Background: an optimization exercise with open tools, aiming at small area, a short achievable clock period and few clock cycles per item. Do not read the settings as production practice. Where RTL was checked, it was by simulation tests only, not by an equivalence proof against the original. Only the layout flow was run in run 5; the RTL was not checked for function there.

`design/flow/design.v`:
```
module echo_engine (
    input  wire        clk,
    input  wire        rst,         
    input  wire        cfg_we,
    input  wire [4:0]  cfg_addr,
    input  wire [31:0] cfg_wdata,
    output reg         cfg_err,     
    input  wire        in_valid,
    output wire        in_ready,
    input  wire [1:0]  in_op,       
    input  wire [15:0] in_data,
    output wire        out_valid,
    input  wire        out_ready,
    output wire [15:0] out_data
);
    localparam RING_DEPTH  = 64;
    localparam TABLE_DEPTH = 16;
    localparam OP_DELAY = 2'd0;
    localparam OP_TABLE = 2'd1;
    localparam OP_PRBS  = 2'd2;
    localparam OP_NOISE = 2'd3;
    localparam A_CAPACITY    = 5'd0;
    localparam A_NOISE_LEVEL = 5'd1;
    localparam A_LFSR        = 5'd2;
    localparam A_LCG_SEED    = 5'd3;
    localparam A_TABLE_LEN   = 5'd4;
    localparam A_RESTART     = 5'd5;
    localparam A_LCGSTEP     = 5'd6;
    function [30:0] rotl;
        input [30:0] v;
        input integer n;
        begin
            rotl = (v << n) | (v >> (31 - n));
        end
    endfunction
    function [61:0] csa;     
        input [30:0] x, y, z;
        reg [30:0] c;
        begin
            c   = (x & y) | (x & z) | (y & z);
            csa = {x ^ y ^ z, c[29:0], c[30]};
        end
    endfunction
    function [38:0] lcg_next;    
        input [30:0] t;
        input [7:0]  k;
        reg [30:0] sp0, sp1, sp2, s, c, tn;
        reg [61:0] l1a, l1b, l1c, l2a, l2b, l3;
        reg [7:0]  kn;
        reg [30:0] bg, bp, bc;
        integer j;
        begin
            sp0 = {k[4], k[6], k[5], k[5], k[3], k[5], k[4], k[4], k[2], k[4], k[3], k[3], k[1], k[3], k[2], k[2], k[0], k[2], k[1], k[7], k[2], k[1], k[0], k[6], k[1], k[7], k[7], k[5], k[7], k[6], k[6]};
            sp1 = {k[7], k[7], k[7], 1'b0, k[6], k[6], k[6], 1'b0, k[5], k[5], k[5], 1'b0, k[4], k[4], k[4], 1'b0, k[3], k[3], k[3], k[1], 1'b0, k[2], k[2], k[0], 1'b0, k[0], k[1], 1'b0, k[0], k[0], k[0]};
            sp2 = {1'b0, 1'b0, 1'b0, 1'b0, 1'b0, 1'b0, 1'b0, 1'b0, 1'b0, 1'b0, 1'b0, 1'b0, 1'b0, 1'b0, 1'b0, 1'b0, 1'b0, 1'b0, 1'b0, 1'b0, 1'b0, 1'b0, 1'b0, 1'b0, 1'b0, k[1], 1'b0, 1'b0, 1'b0, 1'b0, 1'b0};
            l1a = csa(rotl(t, 14), rotl(t, 9), ~rotl(t, 7));
            l1b = csa(rotl(t, 5),  rotl(t, 3), ~t);
            l1c = csa(sp0, sp1, sp2);
            l2a = csa(l1a[61:31], l1a[30:0], l1b[61:31]);
            l2b = csa(l1b[30:0],  l1c[61:31], l1c[30:0]);
            l3  = csa(l2a[61:31], l2a[30:0], l2b[61:31]);
            {s, c} = csa(l3[61:31], l3[30:0], l2b[30:0]);
            bg = s & c;
            bp = s ^ c;
            for (j = 0; j < 8; j = j + 1) begin
                bc[4*j] = 1'b0;
                if (4*j + 1 < 31)
                    bc[4*j+1] = bg[4*j];
                if (4*j + 2 < 31)
                    bc[4*j+2] = bg[4*j+1] | (bp[4*j+1] & bg[4*j]);
                if (4*j + 3 < 31)
                    bc[4*j+3] = bg[4*j+2] | (bp[4*j+2] & bg[4*j+1]) |
                                (bp[4*j+2] & bp[4*j+1] & bg[4*j]);
            end
            for (j = 0; j < 7; j = j + 1)
                kn[j + 1] = bg[4*j+3] | (bp[4*j+3] & bg[4*j+2]) |
                            (bp[4*j+3] & bp[4*j+2] & bg[4*j+1]) |
                            (bp[4*j+3] & bp[4*j+2] & bp[4*j+1] & bg[4*j]);
            kn[0] = bg[30] | (bp[30] & bg[29]) | (bp[30] & bp[29] & bg[28]);
            tn = bp ^ bc;
            lcg_next = {tn, kn};
        end
    endfunction
    function [30:0] add_eac;
        input [30:0] x, y;
        reg [30:0] p, g, gp, pp, gn, pn, c;
        integer n, d;
        begin
            p  = x ^ y;
            g  = x & y;
            gp = g;
            pp = p;
            for (d = 1; d < 31; d = d * 2) begin
                gn = gp;
                pn = pp;
                for (n = d; n < 31; n = n + 1) begin
                    gn[n] = gp[n] | (pp[n] & gp[n-d]);
                    pn[n] = pp[n] & pp[n-d];
                end
                gp = gn;
                pp = pn;
            end
            c[0] = gp[30];
            for (n = 1; n < 31; n = n + 1)
                c[n] = gp[n-1] | (pp[n-1] & gp[30]);
            add_eac = p ^ c;
        end
    endfunction
    function [30:0] kvec;    
        input [7:0] k;
        integer j;
        begin
            kvec = 31'd0;
            for (j = 0; j < 8; j = j + 1)
                kvec[4*j] = k[j];
        end
    endfunction
    reg cfg_ok;
    always @(*) begin
        cfg_ok = 1'b0;
        if (cfg_addr[4])
            cfg_ok = 1'b1;                                     
        else case (cfg_addr)
            A_CAPACITY:    cfg_ok = cfg_wdata >= 32'd1 && cfg_wdata <= RING_DEPTH;
            A_NOISE_LEVEL: cfg_ok = cfg_wdata >= 32'd1 && cfg_wdata <= 32'd32767;
            A_LFSR:        cfg_ok = cfg_wdata[15:0] != 16'd0;
            A_LCG_SEED:    cfg_ok = cfg_wdata >= 32'd1 && cfg_wdata <= 32'd2147483646;
            A_TABLE_LEN:   cfg_ok = cfg_wdata >= 32'd1 && cfg_wdata <= TABLE_DEPTH;
            A_RESTART:     cfg_ok = 1'b1;
            A_LCGSTEP:     cfg_ok = 1'b1;
            default:       cfg_ok = 1'b0;
        endcase
    end
    wire seed_ok    = !cfg_wdata[31] && cfg_wdata[30:0] != 31'd0 &&
                      cfg_wdata[30:0] != 31'h7FFF_FFFF;                  
    wire wr_seed_addr = cfg_we && cfg_addr == A_LCG_SEED;
    wire wr_lcgstep = cfg_we && cfg_addr == A_LCGSTEP;
    reg        d_we;
    reg [4:0]  d_addr;
    reg [15:0] d_wdata;
    reg        d_z31_16;       
    reg        d_z15_7;        
    wire d_nz6_0  = d_wdata[6:0] != 7'd0;
    wire d_ok_cap = d_z31_16 && d_z15_7 && d_nz6_0 &&
                    !(d_wdata[6] && d_wdata[5:0] != 6'd0);             
    wire d_ok_nl  = d_z31_16 && !d_wdata[15] && d_wdata[14:0] != 15'd0;  
    wire d_ok_lfsr = d_wdata != 16'd0;
    wire d_ok_tlen = d_z31_16 && d_z15_7 && d_wdata[6:5] == 2'd0 &&
                     d_wdata[4:0] != 5'd0 && !(d_wdata[4] && d_wdata[3:0] != 4'd0);  
    wire d_cfg   = d_we && !d_addr[4];
    wire d_wr_cap     = d_cfg && d_addr[3:0] == 4'd0 && d_ok_cap;
    wire d_wr_nl      = d_cfg && d_addr[3:0] == 4'd1 && d_ok_nl;
    wire d_wr_lfsr    = d_cfg && d_addr[3:0] == 4'd2 && d_ok_lfsr;
    wire d_wr_tlen    = d_cfg && d_addr[3:0] == 4'd4 && d_ok_tlen;
    wire d_ring_clear = d_wr_cap || (d_cfg && d_addr[3:0] == 4'd5 && d_wdata[0]);
    wire d_tidx_clear = d_wr_tlen || (d_cfg && d_addr[3:0] == 4'd5 && d_wdata[2]);
    wire d_wr_table   = d_we && d_addr[4];
    reg        rdy;
    reg        a_valid;
    reg        a_delay;        
    reg        a_table;        
    reg        a_prbs;         
    reg        a_noise;        
    reg [15:0] a_x;
    reg        v0, v1, v2;
    reg [15:0] q0, q1, q2;
    assign in_ready  = rdy;
    assign out_valid = v0;
    assign out_data  = q0;
    wire fire = in_valid && rdy;
    wire take = v0 && out_ready;
    wire push = a_valid;
    wire v0_n = take ? (v1 | push)        : (v0 | push);
    wire v1_n = take ? (v2 | (v1 & push)) : (v1 | (v0 & push));
    wire v2_n = take ? (v2 & push)        : (v2 | (v1 & push));
    reg [5:0]  last;           
    reg [5:0]  cnt;            
    reg        full;           
    reg [15:0] s32 [0:31];
    reg [15:0] s16 [0:15];
    reg [15:0] s8  [0:7];
    reg [15:0] s4  [0:3];
    reg [15:0] s2  [0:1];
    reg [15:0] s1;
    reg [15:0] dl;
    reg [3:0]  tlast;          
    reg [3:0]  tidx;
    reg [15:0] tab [0:TABLE_DEPTH-1];
    reg [TABLE_DEPTH-1:0] tvalid;    
    reg [14:0] noise_level;
    reg [15:0] lfsr;
    reg [30:0] lcg_t;          
    reg [7:0]  lcg_k;          
    reg        lcg_owed;       
    wire [15:0] rd = dl;
    wire [16:0] delay_sum = {a_x[15], a_x} + {rd[15], rd};
    reg  [15:0] delay_out;
    always @(*) begin
        if (delay_sum[16] == delay_sum[15])
            delay_out = delay_sum[15:0];
        else if (delay_sum[16])
            delay_out = 16'h8000;
        else
            delay_out = 16'h7FFF;
    end
    wire [15:0] c5 = last[5] ? s32[31] : a_x;
    wire [15:0] c4 = last[4] ? s16[15] : c5;
    wire [15:0] c3 = last[3] ? s8[7]   : c4;
    wire [15:0] c2 = last[2] ? s4[3]   : c3;
    wire [15:0] c1 = last[1] ? s2[1]   : c2;
    wire [15:0] c0 = last[0] ? s1      : c1;
    wire        full_next = full || cnt == last;
    wire [15:0] table_out = tvalid[tidx] ? tab[tidx] : 16'd0;
    wire [3:0]  tidx_next = (tidx == tlast) ? 4'd0 : tidx + 4'd1;
    wire        prbs_fb   = lfsr[15] ^ lfsr[14] ^ lfsr[3] ^ lfsr[1];
    wire [15:0] lfsr_next = {lfsr[14:0], prbs_fb};
    wire [15:0] prbs_out  = prbs_fb ? {1'b0, noise_level} : -{1'b0, noise_level};
    wire [38:0] lcg_step  = lcg_next(lcg_t, lcg_k);
    wire [30:0] lcg_val   = add_eac(lcg_t, kvec(lcg_k));
    wire [15:0] noise_out = {{4{~lcg_val[30]}}, lcg_val[29:18]};
    reg [15:0] result;
    always @(*) begin
        if (a_table)
            result = table_out;
        else if (a_prbs)
            result = prbs_out;
        else if (a_noise)
            result = noise_out;
        else
            result = delay_out;
    end
    integer i;
    always @(posedge clk) begin
        if (rst || wr_seed_addr) begin
            if (rst || seed_ok) begin
                lcg_t    <= rst ? 31'd1 : cfg_wdata[30:0];
                lcg_k    <= 8'd0;
                lcg_owed <= 1'b1;
            end else
                lcg_owed <= lcg_owed || a_noise;
        end else begin
            if (a_noise || lcg_owed || wr_lcgstep)
                {lcg_t, lcg_k} <= lcg_step;
            lcg_owed <= wr_lcgstep && (a_noise || lcg_owed);
        end
    end
    always @(posedge clk) begin
        a_x  <= in_data;
        q0 <= take ? (v1 ? q1 : result) : (v0 ? q0 : result);
        q1 <= take ? (v2 ? q2 : result) : (v1 ? q1 : result);
        q2 <= (v2 && !take) ? q2 : result;
        if (a_delay) begin
            s32[0] <= a_x;
            for (i = 1; i < 32; i = i + 1) s32[i] <= s32[i-1];
            s16[0] <= c5;
            for (i = 1; i < 16; i = i + 1) s16[i] <= s16[i-1];
            s8[0] <= c4;
            for (i = 1; i < 8; i = i + 1) s8[i] <= s8[i-1];
            s4[0] <= c3;
            for (i = 1; i < 4; i = i + 1) s4[i] <= s4[i-1];
            s2[0] <= c2;
            s2[1] <= s2[0];
            s1 <= c1;
        end
        d_addr   <= cfg_addr;
        d_wdata  <= cfg_wdata[15:0];
        d_z31_16 <= cfg_wdata[31:16] == 16'd0;
        d_z15_7  <= cfg_wdata[15:7] == 9'd0;
        for (i = 0; i < TABLE_DEPTH; i = i + 1)
            if (d_wr_table && d_addr[3:0] == i)
                tab[i] <= d_wdata;
    end
    always @(posedge clk) begin
        if (rst) begin
            rdy         <= 1'b1;
            a_valid     <= 1'b0;
            a_delay     <= 1'b0;
            a_table     <= 1'b0;
            a_prbs      <= 1'b0;
            a_noise     <= 1'b0;
            v0          <= 1'b0;
            v1          <= 1'b0;
            v2          <= 1'b0;
            cfg_err     <= 1'b0;
            d_we        <= 1'b0;
            last        <= 6'd0;
            cnt         <= 6'd0;
            full        <= 1'b0;
            dl          <= 16'd0;
            tlast       <= 4'd0;
            tidx        <= 4'd0;
            tvalid      <= {TABLE_DEPTH{1'b0}};
            noise_level <= 15'd1;
            lfsr        <= 16'h0001;
        end else begin
            cfg_err <= cfg_we && !cfg_ok;
            d_we    <= cfg_we;
            a_valid <= fire;
            a_delay <= fire && in_op == OP_DELAY;
            a_table <= fire && in_op == OP_TABLE;
            a_prbs  <= fire && in_op == OP_PRBS;
            a_noise <= fire && in_op == OP_NOISE;
            v0 <= v0_n;
            v1 <= v1_n;
            v2 <= v2_n;
            rdy <= fire ? !v1_n : !v2_n;
            if (a_delay) begin
                full <= full_next;
                dl   <= full_next ? c0 : 16'd0;
                if (!full)
                    cnt <= cnt + 6'd1;
            end
            if (a_table)
                tidx <= tidx_next;
            if (a_prbs)
                lfsr <= lfsr_next;
            if (d_wr_cap)
                last <= d_wdata[5:0] - 6'd1;
            if (d_wr_nl)
                noise_level <= d_wdata[14:0];
            if (d_wr_lfsr)
                lfsr <= d_wdata;
            if (d_wr_tlen)
                tlast <= d_wdata[3:0] - 4'd1;
            if (d_ring_clear) begin
                cnt  <= 6'd0;
                full <= 1'b0;
                dl   <= 16'd0;
            end
            if (d_tidx_clear)
                tidx <= 4'd0;
            for (i = 0; i < TABLE_DEPTH; i = i + 1)
                if (d_wr_table && d_addr[3:0] == i)
                    tvalid[i] <= 1'b1;
        end
    end
endmodule
```
`design/flow/flow/run.sh`:
```
#!/bin/bash
# Standard ORFS layout through the standard.sh (the standard synthesis script, so
# the same registers), with these changes to how the layout is made:
#  - clock tree synthesis without dummy loads;
#  - buf_4 cells as the port buffers;
#  - no full or half adder cells from synthesis (abc maps the adders as plain gates).
set -euo pipefail
MARGIN=$(cat flow/margin.txt)
bash standard.sh SETUP_SLACK_MARGIN=$MARGIN \
  "CTS_ARGS=-sink_clustering_enable -repair_clock_nets -sink_clustering_size 30 -sink_clustering_max_diameter 70 -dont_use_dummy_load" \
  "BUFFER_PORTS_ARGS=-buffer_cell sky130_fd_sc_hd__buf_4" \
  ADDER_MAP_FILE= \
  finish > flow_make.log 2>&1
```
`design/flow/flow/margin.txt`:
```
6.9
```
`design/flow/standard.sh`:
```
#!/bin/bash
# synth_recipe.tcl (not shown) runs the flow's synth.tcl, then flattens the netlist and writes it again
# the make line also repeats each setting of config.mk as NAME=value (left out here)
make -C /OpenROAD-flow-scripts/flow DESIGN_CONFIG=/design/flow/config.mk WORK_HOME=/design/flow/orfs CLKGATE_MAP_FILE= SYNTH_SCRIPT=/design/flow/synth_recipe.tcl "${@:-finish}"
```
`design/flow/config.mk`:
```
export PLATFORM = sky130hd
export DESIGN_NAME = echo_engine
export DESIGN_NICKNAME = echo_engine
export VERILOG_FILES = /design/flow/design.v
export SDC_FILE = /design/flow/constraint.sdc
export NUM_CORES = 4
export LEC_CHECK = 0
export CAP_MARGIN = 20
export CORE_MARGIN = 2
export CORE_UTILIZATION = 40
export CTS_CLUSTER_DIAMETER = 70
export CTS_CLUSTER_SIZE = 24
export PLACE_DENSITY = 0.6
export SLEW_MARGIN = 20
```
`design/flow/constraint.sdc`:
```
create_clock -name core_clock -period 10.5 [get_ports {clk}]
set_input_delay 2.1000 -clock core_clock [delete_from_list [all_inputs] [get_ports {clk}]]
set_output_delay 2.1000 -clock core_clock [all_outputs]
set_load 0.01 [all_outputs]
```
==> results of run 1 <==
[registers in the layout, indices dropped and copies added (netlist names), 5 cells and up]
signal,flops
s8,128
lfsr,16
q1,16
a_x,16
q0,16
lcg_t,31
cnt,6
q2,16
d_addr,5
lcg_k,8
dl,16
last,6
tab,256
d_wdata,16
s16,256
s4,64
s32,512
noise_level,15
s1,16
tvalid,16
s2,32
[layout make-up]
type	count	area [µm²]	area share, %
Timing Repair Buffer	286	2510	3.79
Sequential cell	1486	43100	65.1
Inverter	62	238	0.359
Multi-Input combinational cell	2024	15700	23.7
Clock buffer	90	2250	3.40
Antenna cell	1	2.50	0.00378
Tap cell	1917	2400	3.62
[cell families (layout without fill, tap and decap cells)]
kind of cell / after synthesis / after routing / share of synthesized area [%]
buffers and inverters: 215 / 438 / 1.64
and+or+nand+nor: 748 / 748 / 5.80
DFF: 1486 / 1486 / 73.2
AOI/OAI and AO/OA: 589 / 589 / 6.91
muxes: 147 / 147 / 2.79
other: 0 / 1 / 0
xor gates and xnor gates: 432 / 432 / 7.75
adders and majority gates: 108 / 108 / 1.88
[per-layer routing]
metal | part of all wire (%) | vias to the layer above | wire (µm)
li1 | - | 14403 | -
met1 | 48 | 15903 | 60300
met2 | 44 | 812 | 56200
met3 | 5.5 | 181 | 7040
met4 | 2.6 | 2 | 3360
met5 | 0.0095 | - | 12
[how the worst max path moves through the flow]
stage | from | endpoint | slack (ns)
after floorplan | a_delay | cnt[5] | 0.36
after global placement | cfg_wdata[26] | lcg_t[24] | 6.01
after detailed placement | cfg_wdata[25] | lcg_t[24] | 6.02
after CTS | a_x[1] | q0[5] | 6.77
after global routing | lcg_t[2] | q0[7] | 6.81
final | lcg_t[18] | lcg_t[27] | 6.92
[cells in the final DEF (no fill, tap or decap), types with 29 or more instances in the layout]
master	instances
sky130_fd_sc_hd__edfxtp_1	1335
sky130_fd_sc_hd__nor2_1	277
sky130_fd_sc_hd__xnor2_1	243
sky130_fd_sc_hd__buf_4	243
sky130_fd_sc_hd__nand2_1	193
sky130_fd_sc_hd__dfxtp_1	130
sky130_fd_sc_hd__a21oi_1	121
sky130_fd_sc_hd__clkbuf_16	91
sky130_fd_sc_hd__xor2_1	86
sky130_fd_sc_hd__mux2_2	86
sky130_fd_sc_hd__o21ai_0	81
sky130_fd_sc_hd__maj3_1	79
sky130_fd_sc_hd__a22oi_1	56
sky130_fd_sc_hd__mux2i_1	56
sky130_fd_sc_hd__inv_1	55
sky130_fd_sc_hd__nand3_1	43
sky130_fd_sc_hd__a22o_1	38
sky130_fd_sc_hd__xnor2_2	38
sky130_fd_sc_hd__nand4_1	35
sky130_fd_sc_hd__a221oi_1	33
sky130_fd_sc_hd__maj3_2	29
[through the flow]
| step | worst slack (ns) | std cells | hold slack (ns) |
|---|---|---|---|
| 6_report | 6.92 | 5866 | 0.368 |
| 2_1_floorplan | 0.364 | 3725 | 0.400 |
| 4_1_cts | 6.77 | 5818 | 0.366 |
| 3_5_place_dp | 6.02 | 5643 | 0.405 |
| 5_1_grt | 6.81 | 5865 | 0.374 |
| 3_3_place_gp | 6.01 | 5643 | 0.400 |
[timing repair]
action | CTS | global route
hold endpoints to repair | 0 | 0
pin swaps | 7 | 49
buffers inserted | 85 | 46
gates resized for setup | 54 | 130
gates cloned | 0 | 1
endpoints found under the setup margin | 347 | 328
[worst reg2reg max path: cells and delay by family, from the launching register on]
kind,cells,cell delay [ns]
xor+xnor,6,1.23
fa+ha+maj,3,0.97
flops,1,0.41
buf+inv,2,0.33
compound gates,1,0.22
simple gates,1,0.15
==> summary.md, run 1 <==
| Metric | Value |
|---|---|
| Post-DP HPWL | `77.0 mm` |
| WP buf/inv | `2` |
| Origin of the critical flop-to-flop path | `lcg_t[18]` |
| Slew Viols, Final | `0` |
| Placed cell area | `61900 µm²` |
| Highest cell delay on the worst timing path | `between 0.4 and 0.5 ns` |
| CP Max Fanout | `11` |
| Placeable core region | `146000 µm²` |
| Shortest period the worst path allows | `approximately 3.6 ns` |
| Number of antenna violations at the first check in global routing | `6` |
| Count of pins on the block boundary | `79` |
| Netlist cell types | `99` |
| Cell count of the worst reg-to-reg path | `13` |
| Prevailing post-synth register cell | `sky130_fd_sc_hd__edfxtp_1` |
| Mapped Cells | `between 3000 and 4000` |
| Most common cell in the synthesized netlist | `sky130_fd_sc_hd__edfxtp_1` |
| Worst hold path class | `flop to flop` |
| Overall routing resource usage | `between 10% and 20%` |
| Number of clock buffers inserted by TritonCTS | `90` |
| Relative max-transition margin | `23.7%` |
| Layout overhead on the synthesized area | `12.5%` |
| Hold buffers post-CTS | `0` |
| Hold Path Sink | `s32[6][14]` |
| Proportion of synthesized chip area in sequential cells | `73.2%` |
| Category of the worst setup path launch point | `flop` |
| Status | `finished clean` |
| Final Cell Area | `66200 µm²` |
| Drt first-iter violations | `2956` |
| Worst setup path category | `flop to flop` |
| Crit path depth | `13` |
| Global-route wire length before repair | `roughly 190 mm` |
| Mapped Area | `58900 µm²` |
| Antenna-violating nets left | `0` |
| Number of global-route vias before repair | `slightly below 30000` |
| Final clock skew | `0.119 ns` |
| Clock sink count | `1486` |
| Slew @ Worst Pin | `1.14 ns` |
| Fraction of met2 tracks used by global routing | `between 20% and 30%` |
| Initial Utilization | `40.3%` |
| Async set-reset flop share out of synthesis | `0%` |
| FF-to-FF End | `lcg_t[27]` |
| Worst-Skew Late Latency | `about 0.74 ns` |
| Layout cell share with drive strength beyond 1 | `18.1%` |
| Crit-path cells | `buf_12 > xnor3_2 > xor2_2 > xnor2_2 > buf_4 > xnor2_1 > xnor2_1 > maj3_2 > and2_4 > maj3_2 > maj3_2 > xnor2_1 > a22o_1` |
| Total of warnings raised by yosys | `7` |
| Average via count per standard cell | `about 5.3` |
| Clock tree from TritonCTS | `yes` |
| FF+latch count, synth | `1486` |
| Unrepaired setup endpoints after global routing | `true` |
| Layer with the highest usage after global routing | `met2` |
| Number of filler instances in the final layout | `12638` |
| Ratio of final minimum period to clock period | `34.1%` |
| Horizontal extent of the die | `388 µm` |
| Post-Syn Area per Cell | `between 15 and 20 µm²` |
| Met3 global-route usage | `2.65%` |
| Cell family contributing the most delay on the critical path | `XOR/XNOR gates` |
| Worst hold stages | `0` |
| Count of flip-flops with a built-in enable after synthesis | `approximately 1300` |
| CTS H-tree depth | `3` |
| Setup slack on the worst flop-to-flop path | `6.92 ns` |
| Count of final hold-check violations | `0` |
| Worst-path cell with the longest stage delay | `sky130_fd_sc_hd__xnor3_2` |
| Clock slew at the register clock pins of the worst setup and hold paths | `0.10 ns` |
| Average wire per standard cell | `~22 µm` |
| Ranking of synthesized cells by area | `sky130_fd_sc_hd__edfxtp_1 (68%), sky130_fd_sc_hd__dfxtp_1 (5.1%), sky130_fd_sc_hd__xnor2_1 (4.0%)` |
| Site row count | `140` |
| Number of design rule violations left after detail routing | `0` |
| Library cell occupying the most area in the post-synthesis netlist | `sky130_fd_sc_hd__edfxtp_1` |
| Final estimated routing congestion in global placement | `0.842` |
| Largest net degree at the start of global routing | `197` |
| Total die area | `150000 µm²` |
| Max frequency | `279 MHz` |
| Yosys top cell area share | `68.1%` |
| Number of nets produced by synthesis | `3785` |
| Count of maximum capacitance violations | `0` |
| Data required time at the worst endpoint | `10.89 ns` |
| Total vias in the final route | `31301` |
| Crit path DAT | `3.97 ns` |
| Residual overflow from global routing | `0` |
| Endpoint type of the worst setup path | `flop` |
| Total negative setup slack | `0 ns` |
| Largest buffer count on any clock path | `3` |
| Number of I/O port buffers | `78` |
| Final core utilization | `45.4%` |
| Layout Nets | `around 4000` |
| Die Height | `a little under 400 µm` |
| Count of final setup violators | `0` |
| DRT Pass-1 Iters | `8` |
| Hold path startpoint | `s32[5][14]` |
| Clock Tree Root | `sky130_fd_sc_hd__clkbuf_16` |
| Routed wire length | `127 mm` |
| Most used standard cells in the synthesized netlist | `sky130_fd_sc_hd__edfxtp_1 (1335), sky130_fd_sc_hd__nor2_1 (297), sky130_fd_sc_hd__xnor2_1 (270)` |
| Met1 track demand over resource | `24.1%` |
Testbench counts, summed over its fixed seeds: cycles 32,976, items 32,000.
==> inputs of run 2 (changes only) <==
--- a/design/flow/flow/run.sh
+++ b/design/flow/flow/run.sh
@@ -8,5 +8,5 @@
 MARGIN=$(cat flow/margin.txt)
 bash standard.sh SETUP_SLACK_MARGIN=$MARGIN \
-  "CTS_ARGS=-sink_clustering_enable -repair_clock_nets -sink_clustering_size 30 -sink_clustering_max_diameter 70 -dont_use_dummy_load" \
+  "CTS_ARGS=-sink_clustering_enable -repair_clock_nets -sink_clustering_size 20 -sink_clustering_max_diameter 70 -dont_use_dummy_load" \
   "BUFFER_PORTS_ARGS=-buffer_cell sky130_fd_sc_hd__buf_4" \
   ADDER_MAP_FILE= \
--- a/design/flow/config.mk
+++ b/design/flow/config.mk
@@ -6,4 +6,5 @@
 export NUM_CORES = 4
 export LEC_CHECK = 0
+export ABC_AREA = 1
 export CAP_MARGIN = 20
 export CORE_MARGIN = 2
==> summary.md, run 2 <==
| Metric | Value |
|---|---|
| Post-Place Cells | `7575` |
| Antenna-violating nets left | `0` |
| Ratio of final minimum period to clock period | `34.3%` |
| Count of final setup violators | `0` |
| Worst setup path category | `primary input to flop` |
| Status | `finished clean` |
| Horizontal extent of the die | `395 µm` |
| FF+latch count, synth | `1486` |
| Most common cell after layout, fill and taps aside | `sky130_fd_sc_hd__nand2_1` |
| Hold buffers post-CTS | `0` |
| Worst hold path class | `flop to flop` |
| Commonest cells after routing, fill and taps aside | `sky130_fd_sc_hd__nand2_1 (1862), sky130_fd_sc_hd__edfxtp_1 (1335), sky130_fd_sc_hd__nand3_1 (548), sky130_fd_sc_hd__inv_1 (374), sky130_fd_sc_hd__nor2_1 (328)` |
| Global-route wire length before repair | `220 mm` |
| Unrepaired setup endpoints after global routing | `true` |
| Count of maximum capacitance violations | `0` |
| Final Cell Area | `between 60000 and 70000 µm²` |
| Number of nets produced by synthesis | `approximately 5600` |
| Number of clock buffers inserted by TritonCTS | `102` |
| Met1 track demand over resource | `25.5%` |
| Data required time at the worst endpoint | `10.86 ns` |
| Placed cell area | `about 64000 µm²` |
| CTS H-tree depth | `3` |
| Prevailing post-synth register cell | `sky130_fd_sc_hd__edfxtp_1` |
| Number of antenna violations at the first check in global routing | `5` |
| Total die area | `156000 µm²` |
| Layout Nets | `about 5800` |
| Final estimated routing congestion in global placement | `between 0.9 and 1` |
| Count of pins on the block boundary | `79` |
| Count of final hold-check violations | `0` |
| Average wire per standard cell | `19.1 µm` |
| Final clock skew | `0.0990 ns` |
| Clock sink count | `roughly 1500` |
| Most common cell in the synthesized netlist | `sky130_fd_sc_hd__nand2_1` |
| Proportion of synthesized chip area in sequential cells | `70.5%` |
| Yosys top cell area share | `roughly two thirds` |
| Max frequency | `278 MHz` |
| Total of warnings raised by yosys | `7` |
| Clock tree from TritonCTS | `yes` |
| Total negative setup slack | `0 ns` |
| Number of I/O port buffers | `slightly below 80` |
| Clock slew at the register clock pins of the worst setup and hold paths | `0.07 ns` |
| Number of filler instances in the final layout | `13926` |
| Site row count | `143` |
| Worst setup timing slack at the placement stage | `5.73 ns` |
| Endpoint type of the worst setup path | `flop` |
| Max reg flops | `512` |
| Most used standard cells in the synthesized netlist | `sky130_fd_sc_hd__nand2_1 (1862), sky130_fd_sc_hd__edfxtp_1 (1335), sky130_fd_sc_hd__nand3_1 (550)` |
| Routed wire length | `148 mm` |
| Mapped Area | `61200 µm²` |
| Overall routing resource usage | `18.4%` |
| Post-DP HPWL | `96.8 mm` |
| Cell Count, Final, Fillers Out | `between 7000 and 8000` |
| Number of global-route vias before repair | `37274` |
| Average via count per standard cell | `5.18` |
| DRT Pass-1 Iters | `8` |
| Slew @ Worst Pin | `1.14 ns` |
| Met3 global-route usage | `roughly 3.0%` |
| Slew Viols, Final | `0` |
| Placeable core region | `152000 µm²` |
| Largest buffer count on any clock path | `3` |
| Drt first-iter violations | `3755` |
| Library cell occupying the most area in the post-synthesis netlist | `sky130_fd_sc_hd__edfxtp_1` |
| Layout overhead on the synthesized area | `10.1%` |
| Number of design rule violations left after detail routing | `0` |
| Clock Tree Root | `sky130_fd_sc_hd__clkbuf_16` |
| Count of flip-flops with a built-in enable after synthesis | `1335` |
| Fraction of met2 tracks used by global routing | `29.1%` |
| CP Max Fanout | `24` |
| Die Height | `395 µm` |
| Shortest period the worst path allows | `3.60 ns` |
| Relative max-transition margin | `between 20% and 30%` |
| Residual overflow from global routing | `0` |
| Fin worst setup slack | `6.90 ns` |
| Ranking of synthesized cells by area | `sky130_fd_sc_hd__edfxtp_1 (66%), sky130_fd_sc_hd__nand2_1 (11%), sky130_fd_sc_hd__dfxtp_1 (4.9%)` |
| Crit path DAT | `3.95 ns` |
| Largest net degree at the start of global routing | `about 210` |
| Registers with the most flip-flops | `s32: 512 flops, s16: 256 flops, tab: 256 flops` |
| Register with the most flip-flops | `s32` |
| Mapped Cells | `between 5000 and 6000` |
| Layer with the highest usage after global routing | `met2` |
| Netlist cell types | `64` |
| Category of the worst setup path launch point | `primary input` |
| Post-Syn Area per Cell | `around 11 µm²` |
| Async set-reset flop share out of synthesis | `0%` |
| Worst-Skew Late Latency | `0.76 ns` |
| Layout cell share with drive strength beyond 1 | `7.93%` |
| Initial Utilization | `40.3%` |
| Final core utilization | `44.3%` |
| Total vias in the final route | `40007` |
## run 2: cell count changes in the layout (fill, tap and decap cells not counted), sizes merged, moves of 37 or more
cell and change:
xnor2 -270, a21oi -37, maj3 -107, inv +357, nand2 +1694, nor2 +72, mux2i -56, nand3 +520
a22oi -53, buf -103, mux2 -86, xor2 -69, o21ai +86
## run 2: area by class of cell
type                       instances  area [µm²]  share of cell area [%]
antenna                            3        7.51                  0.0111
clock buffer                     102        2550                    3.79
inverter                         419        1590                    2.36
multi-input combinational       3506       15900                    23.6
sequential                      1486       43100                    64.0
tap                             2030        2540                    3.77
timing repair buffer             184        1620                    2.40
## run 2: kinds of logic after synthesis
group / count (synthesis) / synth area share, %
buf+inv: 545 / 3.71
fa+ha+maj: 1 / 0.0164
simple gates: 3000 / 20.6
flops: 1486 / 70.5
compound gates: 455 / 4.46
xor+xnor: 50 / 0.741
## run 2: final timing paths
path                      to         from  slack, ns  depth (start not counted)
setup / recovery   lcg_t[13]  cfg_addr[4]       6.90                          8
hold / removal    s32[19][8]   s32[18][8]       0.33                          0
setup reg to reg      q0[12]      tidx[3]       7.16                          8
hold reg to reg   s32[19][8]   s32[18][8]       0.33                          0
## run 2: per-stage QoR
step | hold WS [ns]
floorplan | 0.400
global placement | 0.400
detailed placement | 0.405
CTS | 0.323
global route | 0.318
finish | 0.325
## run 2: repair_timing
action	4_1_cts	5_1_grt
gates cloned	0	5
resized for setup	4	17
pin swaps	2	7
setup endpoints to repair	41	79
setup buffers	8	35
## run 2: layer usage
metal / vias up / part of all wire (%) / wire (µm)
met2: 1220 / 45 / 66900
li1: 19329 / - / -
met3: 278 / 6.4 / 9520
met4: 2 / 3.7 / 5530
met1: 19178 / 45 / 65800
met5: - / 0.0081 / 12
## run 2: worst max-delay path: stages
cell	delay, ns
sky130_fd_sc_hd__buf_4	0.13
sky130_fd_sc_hd__nor2_4	0.16
sky130_fd_sc_hd__nand4_1	0.22
sky130_fd_sc_hd__inv_1	0.19
sky130_fd_sc_hd__a21oi_4	0.08
sky130_fd_sc_hd__buf_6	0.22
sky130_fd_sc_hd__a31oi_4	0.53
sky130_fd_sc_hd__clkbuf_16	0.30
==> inputs of run 3 (changes only) <==
==> design/flow/flow/margin.txt (replaced) <==
7.1
==> summary.md, run 3 <==
| Metric | Value |
|---|---|
| DRT Pass-1 Iters | `6` |
| Met3 Routed Length | `9.37 mm` |
| Most used standard cells in the synthesized netlist | `sky130_fd_sc_hd__nand2_1 (1862), sky130_fd_sc_hd__edfxtp_1 (1335), sky130_fd_sc_hd__nand3_1 (550)` |
| Count of pins on the block boundary | `79` |
| Total vias in the final route | `~40000` |
| Worst setup path category | `primary input to flop` |
| Mux cell area share after synthesis | `0%` |
| Data required time at the worst endpoint | `roughly 11 ns` |
| Total negative setup slack | `0 ns` |
| CP Max Fanout | `20` |
| Number of nets produced by synthesis | `5597` |
| Status | `finished clean` |
| Synthesized-area fraction occupied by adder cells | `0.0164%` |
| Yosys top cell area share | `65.5%` |
| Area of all sequential standard cells | `43100 µm²` |
| Worst hold stages | `0` |
| Relative max-transition margin | `about a quarter` |
| Die Height | `395 µm` |
| Number of design rule violations left after detail routing | `0` |
| Final clock skew | `0.0979 ns` |
| Count of final setup violators | `0` |
| Placeable core region | `152000 µm²` |
| Prevailing post-synth register cell | `sky130_fd_sc_hd__edfxtp_1` |
| Site row count | `143` |
| Async set-reset flop share out of synthesis | `0%` |
| Initial Utilization | `between 40% and 50%` |
| Layout cell share with drive strength beyond 1 | `about 8.8%` |
| Number of global-route vias before repair | `37305` |
| Number of filler instances in the final layout | `13900` |
| Mapped Cells | `5537` |
| Max reg flops | `512` |
| CTS H-tree depth | `3` |
| Proportion of synthesized chip area in sequential cells | `a little over two thirds` |
| Count of flip-flops with a built-in enable after synthesis | `approximately 1300` |
| Number of antenna violations at the first check in global routing | `3` |
| Most common cell in the synthesized netlist | `sky130_fd_sc_hd__nand2_1` |
| Total of warnings raised by yosys | `7` |
| Library cell occupying the most area in the post-synthesis netlist | `sky130_fd_sc_hd__edfxtp_1` |
| Average wire per standard cell | `19.1 µm` |
| Mapped Area | `just over 60000 µm²` |
| Most common cell after layout, fill and taps aside | `sky130_fd_sc_hd__nand2_1` |
| Global-route wire length before repair | `221 mm` |
| Post-Syn Area per Cell | `11.0 µm²` |
| Share of the synthesized area in compound gates (AO/OA/AOI/OAI) | `4.46%` |
| Routed wire length | `148 mm` |
| Endpoint type of the worst setup path | `flop` |
| FF+latch count, synth | `1486` |
| Overall routing resource usage | `18.4%` |
| Cell count of the worst reg-to-reg path | `19` |
| Largest buffer count on any clock path | `3` |
| Count of maximum capacitance violations | `0` |
| Antenna-violating nets left | `0` |
| Registers with the most flip-flops | `s32: 512 flops, s16: 256 flops, tab: 256 flops` |
| Number of I/O port buffers | `78` |
| Length of routed wiring on met1 | `around 66 mm` |
| Netlist cell types | `between 60 and 70` |
| Clock slew at the register clock pins of the worst setup and hold paths | `0.07 ns` |
| Slew Viols, Final | `0` |
| Total die area | `156000 µm²` |
| Layout overhead on the synthesized area | `10.7%` |
| Worst-Skew Late Latency | `0.76 ns` |
| Crit path DAT | `3.95 ns` |
| Register with the most flip-flops | `s32` |
| Worst hold path class | `flop to flop` |
| Synthesized-area fraction occupied by and/or/nand/nor cells | `between 20% and 30%` |
| Shortest period the worst path allows | `3.57 ns` |
| Combined area of the multi-input logic cells | `16000 µm²` |
| Unrepaired setup endpoints after global routing | `true` |
| Hold buffers post-CTS | `0` |
| Dominant combinational cell family by area after synthesis | `simple AND/OR/NAND/NOR gates` |
| Horizontal extent of the die | `395 µm` |
| Commonest cells after routing, fill and taps aside | `sky130_fd_sc_hd__nand2_1 (1858), sky130_fd_sc_hd__edfxtp_1 (1335), sky130_fd_sc_hd__nand3_1 (548), sky130_fd_sc_hd__inv_1 (371), sky130_fd_sc_hd__nor2_1 (324)` |
| Clock sink count | `1486` |
| Clock Tree Root | `sky130_fd_sc_hd__clkbuf_16` |
| Max frequency | `roughly 280 MHz` |
| Ratio of final minimum period to clock period | `34.0%` |
| Fraction of synthesized cell area in xor and xnor cells | `0.741%` |
| Final estimated routing congestion in global placement | `slightly above 0.9` |
| Post-DP HPWL | `96.8 mm` |
| Average via count per standard cell | `slightly above 5` |
| Ranking of synthesized cells by area | `sky130_fd_sc_hd__edfxtp_1 (66%), sky130_fd_sc_hd__nand2_1 (11%), sky130_fd_sc_hd__dfxtp_1 (4.9%)` |
| Slew @ Worst Pin | `1.11 ns` |
| Count of final hold-check violations | `0` |
| Layout Nets | `5786` |
| Routed wire length on met2 | `67.1 mm` |
| Residual overflow from global routing | `0` |
| Number of clock buffers inserted by TritonCTS | `102` |
| Drt first-iter violations | `3680` |
| Category of the worst setup path launch point | `primary input` |
| Largest net degree at the start of global routing | `roughly 210` |
| Highest metal layer with signal wires | `met5` |
| Clock tree from TritonCTS | `yes` |
-- run 3: layer usage --
metal  vias up  track usage, %
li1      19388               -
met1     19195            25.5
met2      1192            29.0
met3       269            3.02
met4         4            7.25
met5         -               0
-- run 3: worst max-delay path, cell delays in order --
cell and delay [ns]:
sky130_fd_sc_hd__buf_8 0.09, sky130_fd_sc_hd__nand4_1 0.16, sky130_fd_sc_hd__nor4_4 0.64, sky130_fd_sc_hd__a31oi_2 0.20, sky130_fd_sc_hd__o21ai_1 0.12, sky130_fd_sc_hd__nand2_1 0.12, sky130_fd_sc_hd__nor2_4 0.14, sky130_fd_sc_hd__a31oi_4 0.09
sky130_fd_sc_hd__buf_12 0.23
-- run 3: metrics by stage --
stage | hold slack, ns | cell area (µm²) | std cells | setup WS (ns) | util, %
6_report | 0.327 | 67700 | 7755 | 6.93 | 44.6
2_1_floorplan | 0.400 | 61200 | 5537 | 0.502 | -
4_1_cts | 0.323 | 67000 | 7698 | 6.97 | 44.1
3_3_place_gp | 0.400 | 64200 | 7574 | 5.69 | 42.2
3_5_place_dp | 0.405 | 64200 | 7575 | 5.73 | 42.2
5_1_grt | 0.318 | 67700 | 7754 | 6.87 | 44.6
-- run 3: timing repair --
action,4_1_cts,5_1_grt
pin swaps,5,0
setup endpoints to repair,86,130
setup buffers,21,49
resized for setup,27,57
gates cloned,0,4
-- run 3: final cells by class --
class	instances	share of cell area, %
antenna	1	0.00370
tap	2030	3.75
inverter	419	2.39
multi-input combinational	3506	23.6
clock buffer	102	3.77
timing repair buffer	211	2.77
sequential	1486	63.7
-- run 3: cell families (layout without fill, tap and decap cells) --
kind of cell | Yosys count | count (layout)
xor gates and xnor gates | 50 | 50
buffers and inverters | 545 | 732
AOI/OAI and AO/OA | 455 | 455
other | 0 | 1
adders and majority gates | 1 | 1
DFF | 1486 | 1486
and+or+nand+nor | 3000 | 3000
-- run 3: final timing paths --
kind	start	to	slack [ns]
max	cfg_wdata[27]	lcg_t[13]	6.93
min	s32[18][8]	s32[19][8]	0.33
max reg2reg	lcg_t[12]	q0[4]	7.33
min reg2reg	s32[18][8]	s32[19][8]	0.33
==> inputs of run 4 (changes only) <==
==> design/flow/flow/margin.txt (replaced) <==
6.9
--- a/design/flow/config.mk
+++ b/design/flow/config.mk
@@ -6,5 +6,4 @@
 export NUM_CORES = 4
 export LEC_CHECK = 0
-export ABC_AREA = 1
 export CAP_MARGIN = 20
 export CORE_MARGIN = 2
==> summary.md, run 4 <==
| Metric | Value |
|---|---|
| Number of antenna violations at the first check in global routing | `6` |
| DRT Pass-1 Iters | `6` |
| Most used standard cells in the synthesized netlist | `sky130_fd_sc_hd__edfxtp_1 (1335), sky130_fd_sc_hd__nor2_1 (297), sky130_fd_sc_hd__xnor2_1 (270)` |
| Worst-path cell with the longest stage delay | `sky130_fd_sc_hd__edfxtp_1` |
| Count of pins on the block boundary | `79` |
| Post-Place Cells | `5643` |
| Crit path DAT | `1.48 ns` |
| Total of warnings raised by yosys | `7` |
| Count of final setup violators | `0` |
| Slew @ Worst Pin | `1.33 ns` |
| Async set-reset flop share out of synthesis | `0%` |
| WP buf/inv | `1` |
| CP Max Fanout | `1` |
| Count of flip-flops with a built-in enable after synthesis | `1335` |
| Horizontal extent of the die | `388 µm` |
| Final clock skew | `~0.14 ns` |
| Routed wire length | `128 mm` |
| Placeable core region | `146000 µm²` |
| Most common cell in the synthesized netlist | `sky130_fd_sc_hd__edfxtp_1` |
| Number of design rule violations left after detail routing | `0` |
| Clock tree from TritonCTS | `yes` |
| Drt first-iter violations | `2875` |
| FF+latch count, synth | `1486` |
| Layout Nets | `between 4000 and 5000` |
| Relative max-transition margin | `11.1%` |
| Number of I/O port buffers | `78` |
| CTS H-tree depth | `3` |
| Number of global-route vias before repair | `30052` |
| Total negative setup slack | `0 ns` |
| Count of final hold-check violations | `0` |
| Layout overhead on the synthesized area | `13.1%` |
| Ratio of final minimum period to clock period | `about a third` |
| Data required time at the worst endpoint | `8.40 ns` |
| Number of filler instances in the final layout | `12593` |
| Proportion of synthesized chip area in sequential cells | `73.2%` |
| Number of nets produced by synthesis | `3785` |
| Shortest period the worst path allows | `3.58 ns` |
| Average wire per standard cell | `about 22 µm` |
| Netlist cell types | `99` |
| Initial Utilization | `40.3%` |
| Yosys top cell area share | `68.1%` |
| Clock sink count | `1486` |
| Commonest cells after routing, fill and taps aside | `sky130_fd_sc_hd__edfxtp_1 (1335), sky130_fd_sc_hd__nor2_1 (276), sky130_fd_sc_hd__buf_4 (245), sky130_fd_sc_hd__xnor2_1 (239), sky130_fd_sc_hd__nand2_1 (192)` |
| Slew Viols, Final | `0` |
| Combined area of the multi-input logic cells | `~16000 µm²` |
| Largest buffer count on any clock path | `3` |
| Count of maximum capacitance violations | `0` |
| Mapped Cells | `approximately 3700` |
| Register with the most flip-flops | `s32` |
| Global-route wire length before repair | `188 mm` |
| Max frequency | `279 MHz` |
| Average via count per standard cell | `5.33` |
| Antenna-violating nets left | `0` |
| Endpoint type of the worst setup path | `primary output` |
| Layout cell share with drive strength beyond 1 | `18.5%` |
| Crit-path cells | `buf_6` |
| Registers with the most flip-flops | `s32: 512 flops, s16: 256 flops, tab: 256 flops` |
| Worst hold path class | `flop to flop` |
| Fin worst setup slack | `6.92 ns` |
| Worst setup path category | `flop to primary output` |
| Post-Syn Area per Cell | `15.8 µm²` |
| Worst-Skew Late Latency | `0.76 ns` |
| Cell Count, Final, Fillers Out | `5878` |
| Ranking of synthesized cells by area | `sky130_fd_sc_hd__edfxtp_1 (68%), sky130_fd_sc_hd__dfxtp_1 (5.1%), sky130_fd_sc_hd__xnor2_1 (4.0%)` |
| Prevailing post-synth register cell | `sky130_fd_sc_hd__edfxtp_1` |
| Clock slew at the register clock pins of the worst setup and hold paths | `0.08 ns` |
| Mapped Area | `58900 µm²` |
| Most common cell after layout, fill and taps aside | `sky130_fd_sc_hd__edfxtp_1` |
| Total die area | `150000 µm²` |
| Final estimated routing congestion in global placement | `about 0.84` |
| Clock Tree Root | `sky130_fd_sc_hd__clkbuf_16` |
| Highest cell delay on the worst timing path | `0.54 ns` |
| Site row count | `140` |
| Status | `finished clean` |
| Residual overflow from global routing | `0` |
| Area of all sequential standard cells | `roughly 43000 µm²` |
| Largest net degree at the start of global routing | `197` |
| Worst setup timing slack at the placement stage | `6.02 ns` |
| Max reg flops | `512` |
| Overall routing resource usage | `16.4%` |
| Library cell occupying the most area in the post-synthesis netlist | `sky130_fd_sc_hd__edfxtp_1` |
| Number of clock buffers inserted by TritonCTS | `100` |
| Category of the worst setup path launch point | `flop` |
| Cell family contributing the most delay on the critical path | `flip-flops` |
| Die Height | `388 µm` |
| Hold buffers post-CTS | `0` |
| Total vias in the final route | `31348` |
| Unrepaired setup endpoints after global routing | `true` |
| Post-DP HPWL | `77.0 mm` |
-- run 4: cell types whose count changed in the layout (fill, tap and decap cells not counted), sizes merged, moves of 37 or more --
| cell | delta |
|---|---|
| a22oi | +53 |
| inv | -354 |
| xor2 | +69 |
| a21oi | +37 |
| mux2i | +56 |
| maj3 | +107 |
| buf | +76 |
| nor2 | -72 |
| nand3 | -520 |
| o21ai | -86 |
| nand2 | -1694 |
| mux2 | +86 |
| xnor2 | +270 |
-- run 4: layer usage --
metal	share of wire, %	GRT usage [%]
met1	47	24.1
met2	45	24.9
met3	5.2	2.88
met4	2.9	5.19
met5	0.0086	0
-- run 4: cell type report --
class,count,share of cell area [%]
sequential,1486,64.8
multi-input combinational,2024,23.7
timing repair buffer,287,3.78
clock buffer,100,3.76
tap,1917,3.60
inverter,62,0.357
antenna,2,0.00752
-- run 4: worst paths after layout --
check             slack (ns)        start          end  cells after the start
hold / removal          0.34  s32[11][13]  s32[12][13]                      0
hold reg to reg         0.34  s32[11][13]  s32[12][13]                      0
setup / recovery        6.92        q0[1]  out_data[1]                      1
setup reg to reg        6.96     lcg_t[3]    lcg_t[11]                     11
-- run 4: through the flow --
| step | area, µm² | hold slack [ns] | utilization (%) |
|---|---|---|---|
| finish | 66600 | 0.339 | 45.6 |
| global route | 66600 | 0.328 | 45.6 |
| CTS | 65500 | 0.336 | 44.9 |
| detailed placement | 61900 | 0.405 | 42.4 |
| global placement | 61900 | 0.400 | 42.4 |
| floorplan | 58900 | 0.400 | - |
-- run 4: what timing repair did --
item	CTS	global route
cloned	0	1
pin swaps	6	62
gates resized for setup	53	142
setup endpoints to repair	347	253
setup buffers	87	45
-- run 4: kinds of logic (layout without fill, tap and decap cells) --
logic type                 after synthesis  after routing  share of synthesized area [%]
DFF                                   1486           1486                           73.2
buffers and inverters                  215            449                           1.64
adders and majority gates              108            108                           1.88
other                                    0              2                              0
and+or+nand+nor                        748            748                           5.80
xor gates and xnor gates               432            432                           7.75
AOI/OAI and AO/OA                      589            589                           6.91
muxes                                  147            147                           2.79
==> inputs of run 5 (changes only) <==
--- a/design/flow/design.v
+++ b/design/flow/design.v
@@ -247,5 +247,4 @@
     always @(posedge clk) begin
         a_x  <= in_data;
-        q0 <= take ? (v1 ? q1 : result) : (v0 ? q0 : result);
         q1 <= take ? (v2 ? q2 : result) : (v1 ? q1 : result);
         q2 <= (v2 && !take) ? q2 : result;
@@ -280,4 +279,5 @@
             a_noise     <= 1'b0;
             v0          <= 1'b0;
+            q0          <= 16'd0;
             v1          <= 1'b0;
             v2          <= 1'b0;
@@ -302,4 +302,5 @@
             a_noise <= fire && in_op == OP_NOISE;
             v0 <= v0_n;
+            q0 <= take ? (v1 ? q1 : result) : (v0 ? q0 : result);
             v1 <= v1_n;
             v2 <= v2_n;
==> summary.md, run 5 <==
| Metric | Value |
|---|---|
| Status | `finished clean` |
| Relative max-transition margin | `25.5%` |
| Crit-path cells | `buf_6 > xor3_2 > xnor3_2 > xnor2_2 > xor2_1 > maj3_2 > or2_4 > maj3_2 > maj3_2 > maj3_2 > nor2_2` |
| Residual overflow from global routing | `0` |
| Setup slack on the worst flop-to-flop path | `6.86 ns` |
| Total die area | `150000 µm²` |
| Clock slew at the register clock pins of the worst setup and hold paths | `about 0.080 ns` |
| Routed wire length | `about 130 mm` |
| Most common cell after layout, fill and taps aside | `sky130_fd_sc_hd__edfxtp_1` |
| Cell Count, Final, Fillers Out | `roughly 6000` |
| Met1 track demand over resource | `24.0%` |
| Shortest period the worst path allows | `approximately 3.6 ns` |
| Number of clock buffers inserted by TritonCTS | `100` |
| Number of global-route vias before repair | `29832` |
| Ratio of final minimum period to clock period | `34.7%` |
| Placed cell area | `around 62000 µm²` |
| Layout cell share with drive strength beyond 1 | `16.9%` |
| Commonest cells after routing, fill and taps aside | `sky130_fd_sc_hd__edfxtp_1 (1319), sky130_fd_sc_hd__nor2_1 (262), sky130_fd_sc_hd__xnor2_1 (250), sky130_fd_sc_hd__buf_4 (238), sky130_fd_sc_hd__nand2_1 (159)` |
| Total of warnings raised by yosys | `7` |
| Fin worst setup slack | `~7 ns` |
| Post-Syn Area per Cell | `~16 µm²` |
| Async set-reset flop share out of synthesis | `0%` |
| Average wire per standard cell | `21.8 µm` |
| DRT Pass-1 Iters | `6` |
| Hold path startpoint | `s16[11][13]` |
| Count of maximum capacitance violations | `0` |
| Worst setup path category | `flop to flop` |
| Category of the worst setup path launch point | `flop` |
| Horizontal extent of the die | `roughly 390 µm` |
| Fraction of met2 tracks used by global routing | `25.2%` |
| Most used standard cells in the synthesized netlist | `sky130_fd_sc_hd__edfxtp_1 (1319), sky130_fd_sc_hd__nor2_1 (282), sky130_fd_sc_hd__xnor2_1 (268)` |
| Number of design rule violations left after detail routing | `0` |
| Worst setup timing slack at the placement stage | `5.98 ns` |
| Global-route wire length before repair | `189 mm` |
| Hold Path Sink | `s16[12][13]` |
| Number of nets produced by synthesis | `3762` |
| Count of flip-flops with a built-in enable after synthesis | `1319` |
| Unrepaired setup endpoints after global routing | `true` |
| Prevailing post-synth register cell | `sky130_fd_sc_hd__edfxtp_1` |
| Layout Nets | `3983` |
| Data required time at the worst endpoint | `10.99 ns` |
| Library cell occupying the most area in the post-synthesis netlist | `sky130_fd_sc_hd__edfxtp_1` |
| Max reg flops | `a little over 500` |
| Cell with the most instances on the worst path | `sky130_fd_sc_hd__maj3_2` |
| Number of antenna violations at the first check in global routing | `4` |
| Most common cell in the synthesized netlist | `sky130_fd_sc_hd__edfxtp_1` |
| Largest net degree at the start of global routing | `between 200 and 250` |
| Mapped Area | `58700 µm²` |
| Highest cell delay on the worst timing path | `0.46 ns` |
| Crit path DAT | `slightly above 4 ns` |
| FF+latch count, synth | `about 1500` |
| Count of final setup violators | `0` |
| Clock tree from TritonCTS | `yes` |
| Endpoint type of the worst setup path | `flop` |
| Worst hold stages | `0` |
| Largest buffer count on any clock path | `3` |
| Clock sink count | `roughly 1500` |
| Site row count | `140` |
| Slew Viols, Final | `0` |
| Worst-Skew Late Latency | `0.76 ns` |
| Origin of the critical flop-to-flop path | `lcg_t[1]` |
| Cell count of the worst reg-to-reg path | `11` |
| Met3 global-route usage | `2.66%` |
| Registers with the most flip-flops | `s32: 512 flops, s16: 256 flops, tab: 256 flops` |
| Proportion of synthesized chip area in sequential cells | `73.2%` |
| Total vias in the final route | `31141` |
| Netlist cell types | `95` |
| Worst-path cell with the longest stage delay | `sky130_fd_sc_hd__edfxtp_1` |
| Ranking of synthesized cells by area | `sky130_fd_sc_hd__edfxtp_1 (67%), sky130_fd_sc_hd__dfxtp_1 (5.7%), sky130_fd_sc_hd__xnor2_1 (4.0%)` |
| Final estimated routing congestion in global placement | `0.867` |
| Number of filler instances in the final layout | `12668` |
| Mapped Cells | `3702` |
| Max frequency | `274 MHz` |
| Initial Utilization | `40.3%` |
| Worst hold path class | `flop to flop` |
| Hold buffers post-CTS | `0` |
| Count of final hold-check violations | `0` |
| Count of pins on the block boundary | `79` |
| Slew @ Worst Pin | `1.12 ns` |
| Die Height | `387 µm` |
| Placeable core region | `~150000 µm²` |
| Number of I/O port buffers | `78` |
| CTS H-tree depth | `3` |
| Yosys top cell area share | `67.5%` |
| Drt first-iter violations | `3223` |
| Post-Place Cells | `around 5600` |
| Layer with the highest usage after global routing | `met2` |
| CP Max Fanout | `8` |
| FF-to-FF End | `lcg_k[5]` |
| Overall routing resource usage | `16.5%` |
| Layout overhead on the synthesized area | `12.3%` |
| Final Cell Area | `between 60000 and 70000 µm²` |
| Total negative setup slack | `0 ns` |
| Average via count per standard cell | `~5.3` |
| Final clock skew | `0.153 ns` |
| Antenna-violating nets left | `0` |
| Post-DP HPWL | `approximately 77 mm` |
| Clock Tree Root | `sky130_fd_sc_hd__clkbuf_16` |
| Register with the most flip-flops | `s32` |
## run 5: critical path, delay by kind of cell, from the launching register on
kind / cells / cell delay [ns]
and+or+nand+nor: 2 / 0.35
DFF: 1 / 0.46
buffers and inverters: 1 / 0.20
adders and majority gates: 4 / 1.29
xor gates and xnor gates: 4 / 1.17
## run 5: per-layer routing
layer	up-vias	routed length, µm
met5	-	42
met4	6	3880
met3	199	7200
met2	787	57300
met1	15789	59100
li1	14360	-
## run 5: final cells by class
class / instances / area (µm²) / area share [%]
Timing Repair Buffer: 277 / 2410 / 3.66
Sequential cell: 1486 / 43000 / 65.2
Antenna cell: 1 / 2.50 / 0.00380
Multi-Input combinational cell: 1992 / 15400 / 23.3
Clock buffer: 100 / 2500 / 3.80
Tap cell: 1917 / 2400 / 3.64
Inverter: 66 / 255 / 0.387
## run 5: through the flow
| step | hold WS (ns) | util [%] |
|---|---|---|
| after floorplan | 0.400 | - |
| after global placement | 0.400 | 42.3 |
| after detailed placement | 0.405 | 42.3 |
| after CTS | 0.317 | 44.7 |
| after global routing | 0.336 | 45.2 |
| final | 0.311 | 45.2 |
## run 5: cells by family (layout without fill, tap and decap cells)
| group | count (synthesis) | in the layout | share of synthesized area, % |
|---|---|---|---|
| buffers and inverters | 225 | 443 | 1.67 |
| other | 0 | 1 | 0 |
| XOR/XNOR | 427 | 428 | 7.82 |
| adder cells (fa/ha/maj) | 118 | 118 | 2.05 |
| multiplexers | 137 | 137 | 2.61 |
| AND/OR/NAND/NOR | 715 | 715 | 5.64 |
| flip-flops | 1486 | 1486 | 73.2 |
| AO/OA/AOI/OAI | 594 | 594 | 7.01 |
## run 5: worst max-delay path by stage
stage	start	cells after the start	end	slack [ns]
after floorplan	a_delay	7	cnt[5]	0.36
after global placement	cfg_wdata[23]	7	lcg_k[7]	5.96
after detailed placement	cfg_wdata[15]	7	lcg_k[7]	5.98
after CTS	a_x[3]	11	q0[13]	6.84
after global routing	lcg_t[9]	12	q0[4]	6.68
final	lcg_t[1]	11	lcg_k[5]	6.86
## run 5: repair_timing
item / CTS / global route
gates resized for setup: 53 / 100
pin swaps: 8 / 47
cloned: 1 / 4
endpoints found under the setup margin: 214 / 192
setup buffers: 79 / 35

[afterwards: timing with drivers on the ports]
The results above use ideal ports. As a check the final layouts listed here were re-extracted and re-timed, cells and wires unchanged.
Step 1: set_driving_cell puts a clkbuf_16 on clk and a buf_2 on each other input, an assumption about the parent block.
Step 2 moves the port delays by t, midway between the first and last clock arrival at a register: inputs arrive t later, outputs are due t later. That takes back most of the time a late clock gives input paths.
Slacks: ideal ports / drivers / drivers and shift; pairs: ideal ports / drivers.
run | t, ns | setup WS [ns] | worst setup path at the end
run 1 | 0.754 | 6.919 / 6.889 / 6.283 | input to register
run 2 | 0.786 | 6.902 / 6.916 / 6.148 | input to register
run 3 | 0.788 | 6.935 / 6.890 / 6.102 | input to register
run 4 | 0.777 | 6.919 / 6.840 / 6.251 | input to register
run 5 | 0.768 | 6.856 / 6.856 / 6.219 | input to register
After both steps setup and hold are still met in every run listed. For run 3, which loses most, drivers alone change the setup slack by -0.045 ns; drivers and shift together by -0.833 ns.
